Source: an optimization exercise on an open RTL-to-GDS flow (aim: small area, a short achievable clock period and few clock cycles). Production flows keep margins and buffers that such runs may drop.
RTL that was checked went through simulation tests only; none was proved equivalent to the original.

## old
==> flow/design.v (excerpt) <==
module cmdproc (
    input  wire        clk,
    input  wire        rst,           
    input  wire        start,
    input  wire [63:0] start_base,
    input  wire [31:0] start_count,
    output wire        idle,
    output wire        done,
    output wire        faulted,
    output wire [2:0]  f_code,
    output wire        f_hdr_valid,
    output wire [63:0] f_hdr_addr,
    output wire [31:0] f_hdr_word,
    output wire        f_call_valid,
    output wire [13:0] f_method,
    output wire [2:0]  f_subch,
    output wire [1:0]  f_argi,
    output wire        f_value_valid,
    output wire [31:0] f_value,
    output wire        xl_req,
    output wire [63:0] xl_va,
    input  wire        xl_rsp,
    input  wire        xl_err,
    input  wire [63:0] xl_pa,
    output wire        rd_req,
    output wire [63:0] rd_addr,
    input  wire        rd_rsp,
    input  wire        rd_err,
    input  wire [31:0] rd_data,
    output wire        ev_valid,
    output wire [2:0]  ev_kind,
    output wire [13:0] ev_method,
    output wire [2:0]  ev_subch,
    output wire [31:0] ev_value,
    output wire [1:0]  ev_rem,
    output wire [1:0]  ev_len,
    output wire [31:0] ev_code0,
    output wire [31:0] ev_code1,
    output wire [31:0] ev_code2
);
For scale: roughly 1,800 cells after synthesis, about 300 flip-flops.
export LEC_CHECK = 0
export CAP_MARGIN = 20
export CORE_MARGIN = 2
export CORE_UTILIZATION = 40
export SETUP_SLACK_MARGIN = 5
export SLEW_MARGIN = 20
export TNS_END_PERCENT = 4
create_clock -name core_clock -period 8.0 [get_ports {clk}]
standard.sh (not shown) runs the stock make flow with config.mk's settings and CLKGATE_MAP_FILE= SYNTH_SCRIPT=/design/flow/synth_recipe.tcl, a recipe that flattens the netlist after the stock synthesis.
==> flow/flow/run.sh <==
#!/bin/bash
# Standard layout, with the port buffers made from the smallest buffer cell
# and a clock tree of small buffers without dummy loads.
set -e
export BUFFER_PORTS_ARGS="-buffer_cell sky130_fd_sc_hd__buf_1"
export CTS_ARGS="-sink_clustering_enable -repair_clock_nets -dont_use_dummy_load -buf_list sky130_fd_sc_hd__clkbuf_4"
bash standard.sh > standard.log 2>&1
old: flow completed, timing, DRC and antenna clean
### old -> new
--- a/flow/design.v
+++ b/flow/design.v
@@ -65,16 +65,17 @@
     reg  [63:0] cur;           
     reg  [2:0]  hmid;          
     reg         hcy;           
     reg  [31:0] rcnt;          
     reg         pos;           
     reg         ovf;           
     reg  [31:0] hdr;
     reg  [1:0]  argi;
+    reg  [13:0] cmeth;
     reg         cfault;        
     reg         cev;           
     reg  [2:0]  ckind;
     reg         clast;         
     reg  [2:0]  fcode;
     reg         fpa;           
     reg         q_hwa;         
     reg         q_hwp;         
@@ -90,22 +91,16 @@
     reg         s1_rd, s1_in, s1_rg;
     reg         s2_rd, s2_in;
     wire [2:0]  h_mode = hdr[31:29];
     wire [2:0]  h_sc   = hdr[15:13];
     wire [1:0]  h_n    = hdr[17:16];
     wire        h_inl  = (h_mode == 3'd5);
     wire [1:0]  crem   = h_inl ? 2'd0 : (h_n - argi - 2'd1);
     wire [31:0] inl32  = {21'd0, hdr[28:18]};
-    wire        h_inc  = (h_mode[2:1] == 2'b00);                   
-    wire        h_once = (h_mode == 3'd4);
-    wire [1:0]  koff   = h_inc ? argi : {1'b0, h_once & (argi != 2'd0)};
-    wire [1:0]  knxt   = h_inc ? argi + 2'd1 : {1'b0, h_once};
-    wire [13:0] cmeth  = {1'b0, hdr[12:0]} + {12'd0, koff};
-    wire [13:0] nmeth  = {1'b0, hdr[12:0]} + {12'd0, knxt};
     wire [2:0]  r_mode = rd_data[31:29];
     wire [1:0]  r_n    = rd_data[17:16];
     wire [2:0]  r_sc   = rd_data[15:13];
     wire        r_inl  = (r_mode == 3'd5);
     wire        r_nz   = rd_data[17] | rd_data[16];
     wire        r_bad  = r_mode[2] & r_mode[1];                     
     wire        r_le4  = ~r_mode[2] | ~(r_mode[1] | r_mode[0]);      
     function [4:0] outcome;    
@@ -124,35 +119,36 @@
         end
     endfunction
     wire        last0 = r_inl | (r_n == 2'd1);
     wire [4:0]  oc0 = outcome({1'b0, rd_data[12:0]}, last0,
                               bound[r_sc], cls[r_sc], mac_act);
     wire        c_bind = (cmeth == 14'h00);
     wire        c_m47  = (cmeth == 14'h47);
     wire        c_m46  = (cmeth == 14'h46);
+    wire        inc    = (h_mode[2:1] == 2'b00) | ((h_mode == 3'd4) & (argi == 2'd0));
+    wire [13:0] nmeth  = cmeth + {13'd0, inc};
     wire        lastn  = (h_n == (argi + 2'd2));
     wire [4:0]  ocn = outcome(nmeth, lastn,
                               bound[h_sc] | c_bind, cls[h_sc], mac_act | c_m47);
     wire [2:0]  dcode = c_m46  ? F_MACRO_NO_ENTRY :
                         c_bind ? F_BIND_CONFLICT :
                         bound[h_sc] ? F_UNKNOWN_ENGINE : F_UNBOUND_SUBCHANNEL;
     wire        xok   = xl_rsp & ~xl_err;
     wire        rok   = rd_rsp & ~rd_err;
     wire        x_ovf = (&xl_pa[63:2]) & (|xl_pa[1:0]);
     wire        areq = rok & ((q_hwa & r_nz & r_le4) | (q_awq & ~clast));
     wire        hreq = (rok & ((q_hwp & ~r_mode[2] & ~r_nz) | (q_awq & clast))) | q_qp;
     assign rd_req  = (rok & ((~r_mode[2] & ((q_hwa & r_nz) | q_hwp)) |
                              (q_hwa & r_nz & ~r_mode[1] & ~r_mode[0]) |
                              q_awq)) | q_qp;
     assign done    = (rok & ((q_hwd & ~r_mode[2] & ~r_nz) | q_awd)) | q_qd;
-    wire   done_c  = (rok & q_awd) | q_qd;
-    assign idle    = st_idle | (done_c & start);
+    assign idle    = st_idle | (done & start);
     assign faulted = st_flt;
-    assign xl_req  = start & (st_idle | done_c);
+    assign xl_req  = start & (st_idle | done);
     assign xl_va   = start_base;
     assign rd_addr = cur;
     wire        disp  = (st_aw & rok) | st_inl;
     wire        dok   = disp & ~cfault;
     wire        dlast = dok & clast;
     wire [31:0] val   = st_inl ? inl32 : rd_data;
     assign ev_valid  = (rok & q_awe) | q_ie;
     assign ev_kind   = ckind;
@@ -262,17 +258,17 @@
         if (rst) begin
             st_idle <= 1'b1;
             st_xl   <= 1'b0;
             st_rew  <= 1'b0;
             st_flt  <= 1'b0;
             bound   <= 8'd0;
             mac_act <= 1'b0;
         end else begin
-            st_idle <= (st_idle | done) & ~(idle & start);
+            st_idle <= (st_idle | done) & ~start;
             st_xl   <= (idle & start) | (st_xl & ~xl_rsp);
             st_rew  <= flt_any;
             st_flt  <= st_flt | st_rew;
             if (dok) begin
                 if (c_m47) begin
                     mac_act   <= 1'b1;
                     mac_entry <= val;
                 end else if (c_m46) begin
@@ -306,18 +302,20 @@
             hcy  <= mid_cy;
         end else if (areq)
             hcy  <= hcy | mid_cy;
         {cfault, cev, ckind} <= n_oc;
         clast <= n_last;
         if (hw_in) begin
             hdr   <= rd_data;
             argi  <= 2'd0;
+            cmeth <= {1'b0, rd_data[12:0]};
         end else if (adv) begin
             argi  <= argi + 2'd1;
+            cmeth <= nmeth;
         end
         if (flt_port0 | flt_port1) begin
             fcode <= F_PORT;
             fpa   <= flt_port1;
         end else if (flt_mode)
             fcode <= F_UNKNOWN_MODE;
         else if (flt_ioz)
             fcode <= F_INCREASE_ONCE_ZERO;
--- outcome ---
Diff old -> new: utilization saw an increase, number of fillers in the final layout saw an increase.
| share of the clock period used by the worst path | lower: new |
In new, number of placed instances, taps included is lower than in old.
Transition time at the pin with the least slew margin is higher on new
new gives less routed wire length than old did.
In the reports for old and new, the larger wire length of the first global-routing pass belongs to old.
Post-synthesis simple-gate area fraction: lower on new
Going from old to new, number of standard cells in the layout, taps in and fillers out grew by 39, number of standard cells after synthesis lost 15.
The worst slack on hold paths of new was superior to that of old.
Worst-case setup slack after placement in new is 250 ps below old.
Testbench counts of new, summed over its fixed seeds: cycles 20,248.
Function not checked in old: the RTL went through the layout flow alone.

## what the ideal ports hide
No port has a modelled driver above. Below, the same layouts with a new extraction and two added sets of constraints. Step 1 (the two cells are an assumption about what drives the block):
set clk [get_ports {clk}]
set_driving_cell -lib_cell sky130_fd_sc_hd__clkbuf_16 $clk
set_driving_cell -lib_cell sky130_fd_sc_hd__buf_2 [delete_from_list [all_inputs] $clk]
Step 2 adds t to the input delays and takes it off the output delays; t is the mean of the earliest and latest rising clock arrival at the registers after step 1. Input paths then give back, and output paths get back, about the clock's delay inside the block. a / b / c = no drivers / after step 1 / after step 2; a / b = the first two.
| run | t (ns) | slack for setup (ns) | clock arrival spread, ns | worst register clock-pin slew, ns | worst data-port slew with drivers (ns) |
|---|---|---|---|---|---|
| old | 0.820 | 3.310 / 3.252 / 3.528 | 0.100 / 0.101 | 0.07 / 0.07 | 0.25 |
| new | 0.820 | 3.839 / 3.788 / 3.498 | 0.121 / 0.121 | 0.07 / 0.07 | 0.22 |
After both steps every run listed still meets setup and hold. For new, which loses most, drivers alone change the setup slack by -0.051 ns; drivers and shift together by -0.341 ns.
